What follows belongs to an exercise in optimizing a design on an open flow for small area, a short achievable clock period and few clock cycles; a production flow would make more cautious choices.
Only simulation tests tie the RTL to the original design; equivalence was not proved.
No activity file was given, so power comes from the tool's default toggle rates.

## flow/design.v (module list and top-level ports; edited modules follow where they fit)
// module rde_sieve: 976 lines
// module rde_sieve_grp0: 252 lines
// module rde_sieve_grp1: 319 lines
// module rde_sieve_grp2: 324 lines
// module rde_sieve_grp3: 329 lines
// module rde_sieve_grp4: 331 lines
// module rde_sieve_grp5: 328 lines
// module rde_sieve_grp6: 329 lines
// module rde_sieve_grp7: 329 lines
module rde_sieve (
    input  wire        clk,
    input  wire        rst,
    input  wire        ld_en,
    input  wire [5:0]  ld_idx,
    input  wire [15:0] ld_data,
    input  wire        set_en,
    input  wire [63:0] set_lsb,
    input  wire [2:0]  set_mod6,
    input  wire        go,
    input  wire [1:0]  go_mode,
    input  wire [7:0]  go_count,
    output reg         out_valid,
    output reg  [63:0] out_lsb,
    output reg         done,
    output wire [63:0] lsb
);
  // ...
==> flow/flow/run.sh <==
#!/bin/bash
# Own layout flow: the standard ORFS flow (standard.sh) with
#  - the standard synthesis script (synth_recipe.tcl), except that ABC maps the
#    lane group modules (rde_sieve_grp*) with flow/area.abc, an area-oriented
#    script; the top module keeps ORFS's script, and the registers are unchanged,
#  - timing repair aiming at a setup slack margin (the achieved period shrinks),
#  - ABC's buffers removed before placement, more antenna repair iterations,
#  - gate sizing not restricted to cells of the same footprint,
#  - ports buffered with buf_2 (every port still gets its buffer).
# The ORFS tools write their full logs under orfs/logs; this script's own
# output goes to run.log.
exec > run.log 2>&1
set -x
HERE=$(pwd)
cat > my_synth.tcl <<EOT
proc abc {args} {
  set i [lsearch -exact \$args -script]
  set ga \$args
  if {\$i >= 0} { lset ga [expr {\$i + 1}] $HERE/flow/area.abc }
  yosys select rde_sieve_grp*
  yosys abc {*}\$ga
  yosys select -clear
  yosys select rde_sieve
  yosys abc {*}\$args
  yosys select -clear
}
source $HERE/synth_recipe.tcl
EOT
sed -e "s|SYNTH_SCRIPT=[^ ]*synth_recipe.tcl|SYNTH_SCRIPT=$HERE/my_synth.tcl|" \
    -e 's|"\${@:-finish}"|MATCH_CELL_FOOTPRINT=0 "\${@:-finish}"|' standard.sh > my_standard.sh
grep -c my_synth.tcl my_standard.sh
export SETUP_SLACK_MARGIN=18.6
export BUFFER_PORTS_ARGS="-buffer_cell sky130_fd_sc_hd__buf_2"
export REMOVE_ABC_BUFFERS=1
export MAX_REPAIR_ANTENNAS_ITER_DRT=20
export MAX_REPAIR_ANTENNAS_ITER_GRT=10
bash my_standard.sh finish
==> flow/flow/area.abc <==
&get -n
&st
&dc2
&syn2
&dch -f
&nf -R 1000 -a
&put
==> flow/standard.sh <==
#!/bin/bash
# synth_recipe.tcl (not shown) runs the flow's synth.tcl, then flattens the netlist and writes it again
# the make line also repeats each setting of config.mk as NAME=value (left out here)
make -C /OpenROAD-flow-scripts/flow DESIGN_CONFIG=/design/flow/config.mk WORK_HOME=/design/flow/orfs CLKGATE_MAP_FILE= SYNTH_SCRIPT=/design/flow/synth_recipe.tcl "${@:-finish}"
==> flow/config.mk <==
export PLATFORM = sky130hd
export DESIGN_NAME = rde_sieve
export DESIGN_NICKNAME = rde_sieve
export VERILOG_FILES = /design/flow/design.v
export SDC_FILE = /design/flow/constraint.sdc
export NUM_CORES = 8
export LEC_CHECK = 0
export CAP_MARGIN = 40
export CORE_MARGIN = 2
export CORE_UTILIZATION = 30
export CTS_CLUSTER_DIAMETER = 80
export CTS_CLUSTER_SIZE = 24
export SLEW_MARGIN = 40
export SYNTH_HIERARCHICAL = 1
==> flow/constraint.sdc <==
create_clock -name core_clock -period 25.0 [get_ports {clk}]
set_input_delay 5.0000 -clock core_clock [delete_from_list [all_inputs] [get_ports {clk}]]
set_output_delay 5.0000 -clock core_clock [all_outputs]
set_load 0.01 [all_outputs]
==> impl_metrics.json, run 1 <==
{
  "status": "complete, no violations",
  "drv_slew": 0,
  "setup_viol": 0,
  "vias": 93700,
  "cts_buffers": 74,
  "max_slew_margin": 0.301,
  "path_cells": "buf_2",
  "clk_latency_ps": 790,
  "netlist_instances": 10500,
  "dominant_cells": "multi-input combinational cells",
  "vias_per_cell": 6.60,
  "finalHoldViolations": 0,
  "p_leak_uw": 0.0318,
  "switching_share": 0.603,
  "clock_area_frac": 0.0328,
  "ios": 234,
  "path_buf_inv": 1,
  "powerClk_uw": 1350,
  "max_freq_mhz": 157,
  "port_buffers": 226,
  "die_x_um": 508,
  "worstMarginPinSlew_ps": 1040,
  "multi_input_gates": 9015,
  "finalNetCount": 11200,
  "use_met2": 0.571,
  "multi_input_area_share": 0.615,
  "fp-row-count": 184,
  "cp.required_ps": 20000,
  "power_frac_comb": 0.671,
  "cp_slowest_cell": "dfxtp_4",
  "regArea_um2": 21300,
  "cts_buffer_depth": 3,
  "wl_met3_um": 61100,
  "root_buffer": "clkbuf_16",
  "wl_met1_um": 228000,
  "initial_core_util": 0.302,
  "seq_share": 0.246
}
Testbench counts, summed over its fixed seeds: cycles 2,213.
==> run 2: changes to the inputs <==
--- a/flow/config.mk
+++ b/flow/config.mk
@@ -7,3 +7,3 @@
 export LEC_CHECK = 0
-export CAP_MARGIN = 40
+export CAP_MARGIN = 30
 export CORE_MARGIN = 2
@@ -12,3 +12,3 @@
 export CTS_CLUSTER_SIZE = 24
-export SLEW_MARGIN = 40
+export SLEW_MARGIN = 30
 export SYNTH_HIERARCHICAL = 1
==> impl_metrics.json, run 2 <==
{
  "status": "complete, no violations",
  "critPathMaxFanout": 2,
  "r2r_end": "t7[3]",
  "grt_pass1_wl_um": 727000,
  "ir_drop_uv": 824,
  "totalWireLength_um": 543000,
  "multi_input_area_um2": 52900,
  "holdWs_ps": 487,
  "cp.required_ps": 20000,
  "skew_ps": 67.4,
  "die_x_um": 508,
  "antenna_found_initial": 59,
  "cts_max_level": 3,
  "dp_cells": 13900,
  "drtIter0Drc": 15100,
  "first_pass_iters": 9,
  "grt-ovfl-total": 0,
  "vias": 93300,
  "coreArea_um2": 252000,
  "ios": 234,
  "clock_sinks": 783,
  "drc": 0,
  "die_area_um2": 258000,
  "cts_buffers": 74,
  "maxCapViolCount": 0,
  "cts_hold_buf": 0,
  "setup_viol": 0,
  "r2r_start": "ip[1]",
  "period_needed_ps": 6400,
  "root_buffer": "clkbuf_16",
  "finalNetCount": 11200,
  "max_freq_mhz": 156,
  "end_kind": "primary output",
  "clk_pin_slew_ps": 100,
  "routedWlPerCell_um": 38.2,
  "p_leak_uw": 0.0317,
  "rsz0062_at_grt": "true",
  "avgSynthCellArea_um2": 7.22,
  "max_slew_margin": 0.184,
  "reg_top3": "lsb_r (64), out_lsb (64)",
  "syn_area_um2": 76100,
  "netlist_instances": 10500,
  "initial_core_util": 0.302,
  "worstSetupPathType": "register to primary output",
  "hp-start": "lsb_r[43]",
  "cts_tree": "done",
  "hold-path-cell-count": 1,
  "pre_cts_ws_ps": 17170,
  "finalHoldViolations": 0,
  "yosys_warnings": 7,
  "regArea_um2": 21300,
  "cts_buffer_depth": 3,
  "drive_above_1_share": 0.0921,
  "min_path_type": "register to register",
  "finalCritPeriodShare": 0.256,
  "first_global_vias": 84200,
  "power_density_nw_per_um2": 101,
  "worstSetupStartpointType": "register",
  "place_congestion": 1.09,
  "grt_max_degree": 57,
  "n_fill_cell": 27600,
  "hpwl_um": 431000,
  "instances_no_fill": 14200,
  "port_buffers": 226,
  "fin_ws_ps": 18600,
  "cp.arrival_ps": 1400,
  "tns_ps": 0,
  "grt_util_all_layers": 0.402,
  "fp-row-count": 184,
  "reg2reg_slack_ps": 18810,
  "layout_common_cells": "nand2_1, nor2_1, o21ai_0",
  "vias_per_cell": 6.57,
  "antenna_left": 0,
  "worstMarginPinSlew_ps": 1210,
  "drv_slew": 0,
  "reg2regPathDepth": 17,
  "final_common_cell": "nand2_1",
  "hold_end": "out_lsb[43]",
  "fin_util": 0.343,
  "die-height_um": 508,
  "syn2layout_area_growth_pct": 13.5,
  "clk_latency_ps": 820
}
## run 2: cell count changes in the layout (fill, tap and decap cells not counted), sizes merged
cell and delta:
buf +4, clkinv +4, inv -4, clkbuf -2, diode -1, nor2b +1
## run 2: worst max-delay path, cell delays in order (launching register included)
cell and delay (ps):
dfxtp_2 330, buf_6 130, buf_6 120
## run 2: layer usage
layer,share of wire,vias to the layer above,track usage,wire [um]
met4,0.063,38,0.199,33900
met1,0.42,45900,0.551,229000
li1,-,39800,-,-
met5,0.00042,-,0,230
met2,0.40,6417,0.579,220000
met3,0.11,1202,0.104,59800
## run 2: report_power, final
| part | switching [uW] | leakage [uW] | internal, uW | total (uW) |
|---|---|---|---|---|
| sequential | 71.8 | 0.00692 | 1450 | 1520 |
| combinational | 4460 | 0.0234 | 1380 | 5840 |
| clock | 706 | 0.00136 | 642 | 1350 |
## run 2: layout make-up
class,instances,share of cell area
sequential,783,0.247
multi-input combinational,9016,0.613
clock buffer,79,0.0217
tap,3348,0.0485
inverter,374,0.0163
antenna,16,0.000464
timing repair buffer,515,0.0413
clock inverter,59,0.0113
## run 2: what timing repair did
item                       in CTS  in global routing
setup endpoints to repair     652                479
gates cloned                    2                  1
resized for setup             197                 77
buffers inserted               58                 27
pin swaps                      13                 24
## run 2: worst max path at each step
| stage | slack [ps] | to | startpoint |
|---|---|---|---|
| 6_report | 18600 | lsb[17] | lsb_r[17] |
| 5_1_grt | 18500 | z_v6[8] | c_v |
| 4_1_cts | 18560 | lsb[53] | lsb_r[53] |
| 3_5_place_dp | 17170 | t33[4] | z_add[1] |
| 3_3_place_gp | 17140 | t39[4] | z_add[1] |
| 2_1_floorplan | 17920 | z_v6[8] | c_v |
## run 2: metrics by stage
stage | total power [uW] | cell area [um2]
floorplan | 3660 | 74300
global placement | 6860 | 81500
detailed placement | 6960 | 81700
CTS | 8480 | 85600
global route | 8930 | 86300
finish | 8710 | 86300
==> run 3: changes to the inputs <==
--- a/flow/config.mk
+++ b/flow/config.mk
@@ -7,3 +7,3 @@
 export LEC_CHECK = 0
-export CAP_MARGIN = 30
+export CAP_MARGIN = 25
 export CORE_MARGIN = 2
@@ -12,3 +12,3 @@
 export CTS_CLUSTER_SIZE = 24
-export SLEW_MARGIN = 30
+export SLEW_MARGIN = 25
 export SYNTH_HIERARCHICAL = 1
==> impl_metrics.json, run 3 <==
{
  "hold-path-cell-count": 2,
  "clk_latency_ps": 810,
  "grt-ovfl-total": 0,
  "power_frac_comb": 0.665,
  "intPower_uw": 3370,
  "cts_max_level": 3,
  "totalWireLength_um": 543000,
  "reg_top3": "lsb_r (64), out_lsb (64)",
  "fp-row-count": 184,
  "grt_util_all_layers": 0.403,
  "period_needed_ps": 6380,
  "hpwl_um": 431000,
  "end_kind": "primary output",
  "path_cells": "buf_6 > buf_6",
  "final_common_cell": "nand2_1",
  "hold_end": "rn_i[5]",
  "max_freq_mhz": 157,
  "first_pass_iters": 8,
  "slowest_delay_ps": 330,
  "pwr-share-clk": 0.157,
  "die-height_um": 508,
  "p_leak_uw": 0.0317,
  "die_area_um2": 258000,
  "ios": 234,
  "regArea_um2": 21300,
  "max_slew_margin": 0.121,
  "maxCapViolCount": 0,
  "cp.arrival_ps": 1380,
  "syn_area_um2": 76100,
  "crit_path_start": "lsb_r[53]",
  "worstSetupPathType": "register to primary output",
  "switchingPower_uw": 5210,
  "layout_common_cells": "nand2_1, nor2_1, o21ai_0",
  "antenna_found_initial": 62,
  "netlist_instances": 10500,
  "worstMarginPinSlew_ps": 1310,
  "multi_input_area_um2": 52900,
  "cp_common_cell": "buf_6",
  "hp-start": "ptr[5]",
  "syn2layout_area_growth_pct": 13.4,
  "clock_sinks": 783,
  "clk_pin_slew_ps": 100,
  "reg2regPathDepth": 21,
  "drv_slew": 0,
  "reg2reg_slack_ps": 18780,
  "port_buffers": 226,
  "drtIter0Drc": 15000,
  "drive_above_1_share": 0.0919,
  "antenna_left": 0,
  "yosys_warnings": 7,
  "r2r_end": "out_lsb[60]",
  "power_density_nw_per_um2": 99.4,
  "critPathMaxFanout": 2,
  "die_x_um": 508,
  "n_fill_cell": 27600,
  "skew_ps": 72.2,
  "vias_per_cell": 6.56,
  "tns_ps": 0,
  "setup_viol": 0,
  "grt_pass1_wl_um": 730000,
  "initial_core_util": 0.302,
  "grt_max_degree": 57,
  "pre_cts_ws_ps": 17200,
  "finalHoldViolations": 0,
  "cp.required_ps": 20000,
  "rsz0062_at_grt": "true",
  "cts_buffers": 75,
  "cts_tree": "done",
  "first_global_vias": 84400,
  "finalCritPeriodShare": 0.255,
  "root_buffer": "clkbuf_16",
  "cts_buffer_depth": 3,
  "switching_share": 0.608,
  "routedWlPerCell_um": 38.3,
  "min_path_type": "register to register",
  "vias": 93200,
  "r2r_start": "mode[1]",
  "worstSetupStartpointType": "register",
  "avgSynthCellArea_um2": 7.22,
  "power_frac_seq": 0.178,
  "fin_ws_ps": 18620,
  "cp_slowest_cell": "dfxtp_2",
  "coreArea_um2": 252000,
  "drc": 0,
  "status": "complete, no violations",
  "finalNetCount": 11200,
  "place_congestion": 1.09,
  "ir_drop_uv": 604,
  "cts_hold_buf": 0
}
run 3: final cells by class:
cell class / count / area share
multi-input combinational: 9016 / 0.613
antenna: 20 / 0.000580
tap: 3348 / 0.0486
timing repair buffer: 519 / 0.0418
inverter: 374 / 0.0163
clock buffer: 77 / 0.0218
sequential: 783 / 0.247
clock inverter: 63 / 0.0113
run 3: worst max-delay path by stage:
stage	to	depth (start not counted)
2_1_floorplan	z_v6[8]	30
3_3_place_gp	t39[4]	23
3_5_place_dp	t39[4]	23
4_1_cts	lsb[53]	2
5_1_grt	z_v6[8]	31
6_report	lsb[53]	2
run 3: metal layers:
layer	GRT usage	share of wire
met5	0.000741	0.00051
met4	0.209	0.065
met2	0.574	0.40
met3	0.107	0.11
met1	0.553	0.42
run 3: metrics by stage:
step	cell area (um2)	util	power, uW	instances	hold WS (ps)
6_report	86300	0.343	8580	14200	486
5_1_grt	86200	0.342	8800	14200	500
4_1_cts	85600	0.340	8400	14200	489
3_5_place_dp	81600	0.324	6850	13900	474
3_3_place_gp	81500	0.324	6860	13900	473
2_1_floorplan	74300	-	3660	10200	445
run 3: repair_timing:
item | CTS | global route
endpoints found under the setup margin | 717 | 497
resized for setup | 186 | 90
pin swaps | 15 | 29
endpoints found under the hold margin | 0 | 0
gates cloned | 2 | 2
setup buffers | 70 | 19
run 3: power by group through the flow:
stage	logic [uW]	registers, uW	clock network, uW
2_1_floorplan	2120	1550	0
3_3_place_gp	5300	1560	0
3_5_place_dp	5290	1560	0
4_1_cts	5500	1520	1380
5_1_grt	5860	1530	1410
6_report	5710	1520	1350
run 3: critical path, delay by kind of cell, from the launching register on:
family | cells | cell delay, ps
DFF | 1 | 330
buffers and inverters | 2 | 250
==> run 4: changes to the inputs <==
--- a/flow/flow/run.sh
+++ b/flow/flow/run.sh
@@ -2,5 +2,4 @@
 # Own layout flow: the standard ORFS flow (standard.sh) with
-#  - the standard synthesis script (synth_recipe.tcl), except that ABC maps the
-#    lane group modules (rde_sieve_grp*) with flow/area.abc, an area-oriented
-#    script; the top module keeps ORFS's script, and the registers are unchanged,
+#  - the standard synthesis script (synth_recipe.tcl), except that ABC maps
+#    with flow/area.abc, an area-oriented script (the registers are unchanged),
 #  - timing repair aiming at a setup slack margin (the achieved period shrinks),
@@ -23,3 +22,3 @@
   yosys select rde_sieve
-  yosys abc {*}\$args
+  yosys abc {*}\$ga
   yosys select -clear
@@ -31,3 +30,3 @@
 grep -c my_synth.tcl my_standard.sh
-export SETUP_SLACK_MARGIN=18.6
+export SETUP_SLACK_MARGIN=18.7
 export BUFFER_PORTS_ARGS="-buffer_cell sky130_fd_sc_hd__buf_2"
--- a/flow/config.mk
+++ b/flow/config.mk
@@ -7,3 +7,3 @@
 export LEC_CHECK = 0
-export CAP_MARGIN = 25
+export CAP_MARGIN = 50
 export CORE_MARGIN = 2
@@ -12,3 +12,3 @@
 export CTS_CLUSTER_SIZE = 24
-export SLEW_MARGIN = 25
+export SLEW_MARGIN = 50
 export SYNTH_HIERARCHICAL = 1
==> impl_metrics.json, run 4 <==
{
  "status": "complete, no violations",
  "final_common_cell": "nand2_1",
  "cts_tree": "done",
  "dp_cells": 13700,
  "cp_slowest_cell": "fa_1",
  "period_needed_ps": 7360,
  "ir_drop_uv": 476,
  "tns_ps": 0,
  "worstMarginPinSlew_ps": 866,
  "finalNetCount": 11300,
  "layout_common_cells": "nand2_1, nor2_1, nand3_1",
  "drv_slew": 0,
  "min_path_type": "register to register",
  "fp-row-count": 180,
  "cp.required_ps": 25690,
  "max_freq_mhz": 136,
  "first_pass_iters": 9,
  "p_leak_uw": 0.0326,
  "hp-start": "r_v",
  "grt_pass1_wl_um": 730000,
  "worstSetupPathType": "register to register",
  "finalHoldViolations": 0,
  "clock_sinks": 783,
  "setup_viol": 0,
  "critPathMaxFanout": 5,
  "maxCapViolCount": 0,
  "grt_max_degree": 50,
  "cts_max_level": 3,
  "grt-ovfl-total": 0,
  "die_x_um": 497,
  "clk_pin_slew_ps": 80,
  "cp_common_cell": "a21oi_2",
  "clk_latency_ps": 820,
  "worstSetupStartpointType": "register",
  "drive_above_1_share": 0.150,
  "drc": 0,
  "vias": 93000,
  "avgSynthCellArea_um2": 7.24,
  "cp.arrival_ps": 8050,
  "finalCritPeriodShare": 0.294,
  "netlist_instances": 10100,
  "end_kind": "register",
  "syn2layout_area_growth_pct": 23.3,
  "totalWireLength_um": 550000,
  "rsz0062_at_grt": "true",
  "die_area_um2": 247000,
  "skew_ps": 62.7,
  "initial_core_util": 0.302,
  "instances_no_fill": 14100,
  "place_congestion": 1.11,
  "r2r_end": "z_v6[7]",
  "slowest_delay_ps": 440,
  "power_density_nw_per_um2": 154,
  "max_slew_margin": 0.415,
  "hold_end": "z_v",
  "r2r_start": "c_v",
  "grt_util_all_layers": 0.419,
  "first_global_vias": 84300,
  "vias_per_cell": 6.58,
  "ios": 234,
  "die-height_um": 497,
  "port_buffers": 226,
  "reg_top3": "lsb_r (64), out_lsb (64)",
  "yosys_warnings": 7,
  "coreArea_um2": 241000,
  "syn_area_um2": 72900,
  "root_buffer": "clkbuf_16",
  "antenna_left": 0,
  "cts_buffers": 78,
  "reg2regPathDepth": 43,
  "antenna_found_initial": 28,
  "cts_hold_buf": 0,
  "reg2reg_slack_ps": 17640,
  "fin_util": 0.373,
  "routedWlPerCell_um": 38.9,
  "hold-path-cell-count": 2,
  "hpwl_um": 421000,
  "drtIter0Drc": 14800,
  "cts_buffer_depth": 3
}
run 4: worst max path at each step:
stage                     startpoint   endpoint  slack (ps)  cells after the start
after global routing             c_v    z_v6[7]       17220                     43
after detailed placement     mode[1]  lsb_r[49]       15350                     41
after floorplan              mode[0]     t11[0]       14970                     25
after global placement       mode[1]  lsb_r[49]       15100                     41
final                            c_v    z_v6[7]       17640                     43
after CTS                        c_v    z_v6[8]       18130                     43
run 4: stage by stage:
| stage | setup slack [ps] | area [um2] | hold slack [ps] | power [uW] |
|---|---|---|---|---|
| floorplan | 14970 | 72300 | 433 | 4450 |
| global placement | 15100 | 79500 | 462 | 8100 |
| detailed placement | 15350 | 81000 | 464 | 8240 |
| CTS | 18130 | 87400 | 486 | 11600 |
| global route | 17220 | 89900 | 532 | 14100 |
| finish | 17640 | 89900 | 489 | 13900 |
run 4: area by class of cell:
type                            count  area (um2)
Antenna cell                       16        40.0
Clock buffer                       81        1980
Clock inverter                     62         816
Fill cell                       25700      151000
Inverter                          382        1480
Multi-Input combinational cell   8829       53200
Sequential cell                   783       21400
Tap cell                         3185        3990
Timing Repair Buffer              800        6990
run 4: routing by layer:
layer,global-route usage,share of wire,up-vias
li1,-,-,39500
met1,0.560,0.41,45600
met2,0.599,0.40,6497
met3,0.125,0.12,1414
met4,0.234,0.072,24
met5,0,0.00027,-
run 4: power by group:
| group | total, uW | internal [uW] | switching, uW |
|---|---|---|---|
| Clock | 1330 | 645 | 690 |
| Combinational | 10900 | 3470 | 7440 |
| Sequential | 1640 | 1510 | 130 |
| Total | 13900 | 5620 | 8260 |
run 4: what timing repair did:
action / in CTS / in global routing
cloned: 16 / 10
resized for setup: 525 / 373
setup buffers: 196 / 92
endpoints found under the setup margin: 965 / 560
pin swaps: 96 / 179
run 4: worst max-delay path, delay by kind of cell, from the launching register on:
kind,cells,cell delay [ps]
buffers and inverters,4,430
xor gates and xnor gates,4,740
AOI/OAI and AO/OA,16,2380
adders and majority gates,4,1320
and+or+nand+nor,15,2010
DFF,1,370
==> run 5: changes to the inputs <==
--- a/flow/flow/run.sh
+++ b/flow/flow/run.sh
@@ -2,4 +2,6 @@
 # Own layout flow: the standard ORFS flow (standard.sh) with
-#  - the standard synthesis script (synth_recipe.tcl), except that ABC maps
-#    with flow/area.abc, an area-oriented script (the registers are unchanged),
+#  - the standard synthesis script (synth_recipe.tcl), except that ABC maps the
+#    lane group modules (rde_sieve_grp*) with flow/area.abc, an area-oriented
+#    script, and the top module with flow/top.abc, one round of ORFS's speed
+#    script; the registers are unchanged,
 #  - timing repair aiming at a setup slack margin (the achieved period shrinks),
@@ -17,3 +19,7 @@
   set ga \$args
-  if {\$i >= 0} { lset ga [expr {\$i + 1}] $HERE/flow/area.abc }
+  set ta \$args
+  if {\$i >= 0} {
+    lset ga [expr {\$i + 1}] $HERE/flow/area.abc
+    lset ta [expr {\$i + 1}] $HERE/flow/top.abc
+  }
   yosys select rde_sieve_grp*
@@ -22,3 +28,3 @@
   yosys select rde_sieve
-  yosys abc {*}\$ga
+  yosys abc {*}\$ta
   yosys select -clear
@@ -30,3 +36,3 @@
 grep -c my_synth.tcl my_standard.sh
-export SETUP_SLACK_MARGIN=18.7
+export SETUP_SLACK_MARGIN=18.6
 export BUFFER_PORTS_ARGS="-buffer_cell sky130_fd_sc_hd__buf_2"
==> flow/flow/top.abc (new file) <==
&get -n
&st
&dch
&nf
&st
&syn2
&if -g -K 6
&synch2
&nf
&put
buffer -c
topo
stime -c
upsize -c
dnsize -c
--- a/flow/config.mk
+++ b/flow/config.mk
@@ -7,3 +7,3 @@
 export LEC_CHECK = 0
-export CAP_MARGIN = 50
+export CAP_MARGIN = 20
 export CORE_MARGIN = 2
@@ -12,3 +12,3 @@
 export CTS_CLUSTER_SIZE = 24
-export SLEW_MARGIN = 50
+export SLEW_MARGIN = 20
 export SYNTH_HIERARCHICAL = 1
==> impl_metrics.json, run 5 <==
{
  "antenna_found_initial": 37,
  "first_global_vias": 83000,
  "grt_max_degree": 75,
  "root_buffer": "clkbuf_16",
  "drtIter0Drc": 15600,
  "clk_pin_slew_ps": 90,
  "slowest_delay_ps": 530,
  "layout_common_cells": "nand2_1, nor2_1, o21ai_0",
  "r2r_end": "z_v6[8]",
  "worstMarginPinSlew_ps": 1350,
  "worstSetupStartpointType": "register",
  "period_needed_ps": 6510,
  "cts_buffer_depth": 3,
  "pre_cts_ws_ps": 16660,
  "cp.required_ps": 25660,
  "cp_common_cell": "a21oi_2",
  "avgSynthCellArea_um2": 7.16,
  "reg_top3": "lsb_r (64), out_lsb (64)",
  "grt_pass1_wl_um": 665000,
  "reg2regPathDepth": 33,
  "reg2reg_slack_ps": 18490,
  "vias": 92300,
  "drv_slew": 0,
  "hp-start": "r_v",
  "power_density_nw_per_um2": 119,
  "maxCapViolCount": 0,
  "totalWireLength_um": 488000,
  "syn_area_um2": 75200,
  "hpwl_um": 378000,
  "worstSetupPathType": "register to register",
  "end_kind": "register",
  "hold-path-cell-count": 2,
  "ir_drop_uv": 452,
  "clk_latency_ps": 790,
  "vias_per_cell": 6.53,
  "drc": 0,
  "place_congestion": 1.15,
  "finalHoldViolations": 0,
  "ios": 234,
  "die-height_um": 505,
  "r2r_start": "c_v",
  "final_common_cell": "nand2_1",
  "crit_family": "compound AO/OA/AOI/OAI gates",
  "drive_above_1_share": 0.0829,
  "die_x_um": 505,
  "setup_viol": 0,
  "routedWlPerCell_um": 34.5,
  "syn2layout_area_growth_pct": 13.1,
  "p_leak_uw": 0.0313,
  "tns_ps": 0,
  "antenna_left": 0,
  "grt-ovfl-total": 0,
  "yosys_warnings": 7,
  "cp.arrival_ps": 7160,
  "cts_max_level": 3,
  "finalNetCount": 11100,
  "min_path_type": "register to register",
  "rsz0062_at_grt": "true",
  "status": "complete, no violations",
  "initial_core_util": 0.302,
  "max_freq_mhz": 154,
  "n_fill_cell": 27200,
  "cp.depth": 33,
  "cts_tree": "done",
  "first_pass_iters": 10,
  "coreArea_um2": 249000,
  "fin_ws_ps": 18490,
  "netlist_instances": 10500,
  "hold_end": "z_v",
  "die_area_um2": 255000,
  "critPathMaxFanout": 5,
  "grt_util_all_layers": 0.362,
  "cp_slowest_cell": "fa_1",
  "clock_sinks": 783,
  "cts_buffers": 73,
  "path_buf_inv": 4,
  "port_buffers": 226,
  "skew_ps": 74.3,
  "finalCritPeriodShare": 0.260,
  "max_slew_margin": 0.0989,
  "fp-row-count": 183
}
-- run 5: where the power goes --
group	switching, uW	internal (uW)	total (uW)	leakage (uW)
Combinational	5160	2080	7240	0.0231
Clock	648	642	1290	0.00129
Sequential	99.4	1480	1580	0.00691
Total	5910	4200	10100	0.0313
-- run 5: routing by layer --
metal  wire length, um  global-route usage
met1            195000               0.476
met3             61300               0.114
met2            192000               0.506
met4             38800               0.229
met5               377             0.00732
-- run 5: final cells by class --
| class | count | area, um2 | share of cell area |
|---|---|---|---|
| antenna | 19 | 47.5 | 0.000559 |
| clock buffer | 81 | 1930 | 0.0227 |
| clock inverter | 54 | 718 | 0.00845 |
| inverter | 381 | 1440 | 0.0170 |
| multi-input combinational | 8984 | 51900 | 0.611 |
| sequential | 783 | 21200 | 0.250 |
| tap | 3330 | 4170 | 0.0490 |
| timing repair buffer | 500 | 3520 | 0.0414 |
-- run 5: through the flow --
step / utilization / hold WS [ps] / instances / power, uW / area, um2
2_1_floorplan: - / 432 / 10100 / 4190 / 73400
3_3_place_gp: 0.322 / 451 / 13900 / 7370 / 80300
3_5_place_dp: 0.323 / 465 / 13900 / 7410 / 80300
4_1_cts: 0.337 / 481 / 14100 / 9330 / 84000
5_1_grt: 0.341 / 502 / 14100 / 10500 / 85000
6_report: 0.342 / 474 / 14100 / 10100 / 85000
-- run 5: worst register-to-register path: cells and delay by family (launching register included) --
family / cells / cell delay (ps)
xor+xnor: 3 / 570
fa+ha+maj: 4 / 1160
buf+inv: 4 / 320
flops: 1 / 390
compound gates: 13 / 1930
simple gates: 7 / 1420
mux: 2 / 590
-- run 5: worst max-delay path by stage --
| stage | slack (ps) | start | endpoint |
|---|---|---|---|
| final | 18490 | c_v | z_v6[8] |
| after global routing | 18220 | c_v | z_v6[8] |
| after floorplan | 17340 | mode[0] | out_lsb[22] |
| after detailed placement | 16660 | z_add[1] | t57[6] |
| after global placement | 16480 | z_add[1] | t62[4] |
| after CTS | 18490 | z_add[1] | t36[6] |
-- run 5: what timing repair did --
item	in CTS	in global routing
buffers inserted	46	47
gates cloned	6	8
hold endpoints to repair	0	0
gates resized for setup	167	112
pin swaps	28	49
hold buffers	0	0
setup endpoints to repair	708	495

## port drivers added, routing unchanged
The flow's constraints put no driver on any port. The routed layouts listed below were extracted and timed again, unchanged, in two steps.
Step 1: set_driving_cell puts a clkbuf_16 on clk and a buf_2 on each other input, an assumption about the parent block.
Step 2 adds t to the input delays and takes it off the output delays; t is the mean of the earliest and latest rising clock arrival at the registers after step 1. Input paths then give back, and output paths get back, about the clock's delay inside the block.
Slacks: ideal ports / drivers / drivers and shift; pairs: ideal ports / drivers.
run | t (ns) | setup slack, ns | worst setup path at the end | worst data-port slew with drivers (ns)
run 1 | 0.855 | 18.618 / 18.523 / 17.970 | input to register | 0.08
run 2 | 0.867 | 18.599 / 18.513 / 17.979 | input to register | 0.08
run 3 | 0.871 | 18.617 / 18.519 / 17.896 | input to register | 0.10
run 4 | 0.881 | 17.644 / 17.644 / 17.644 | register to register | 0.16
run 5 | 0.857 | 18.494 / 18.494 / 17.948 | input to register | 0.10
After both steps every run listed still meets setup and hold. For run 3, which loses most, drivers alone change the setup slack by -0.098 ns; drivers and shift together by -0.721 ns.
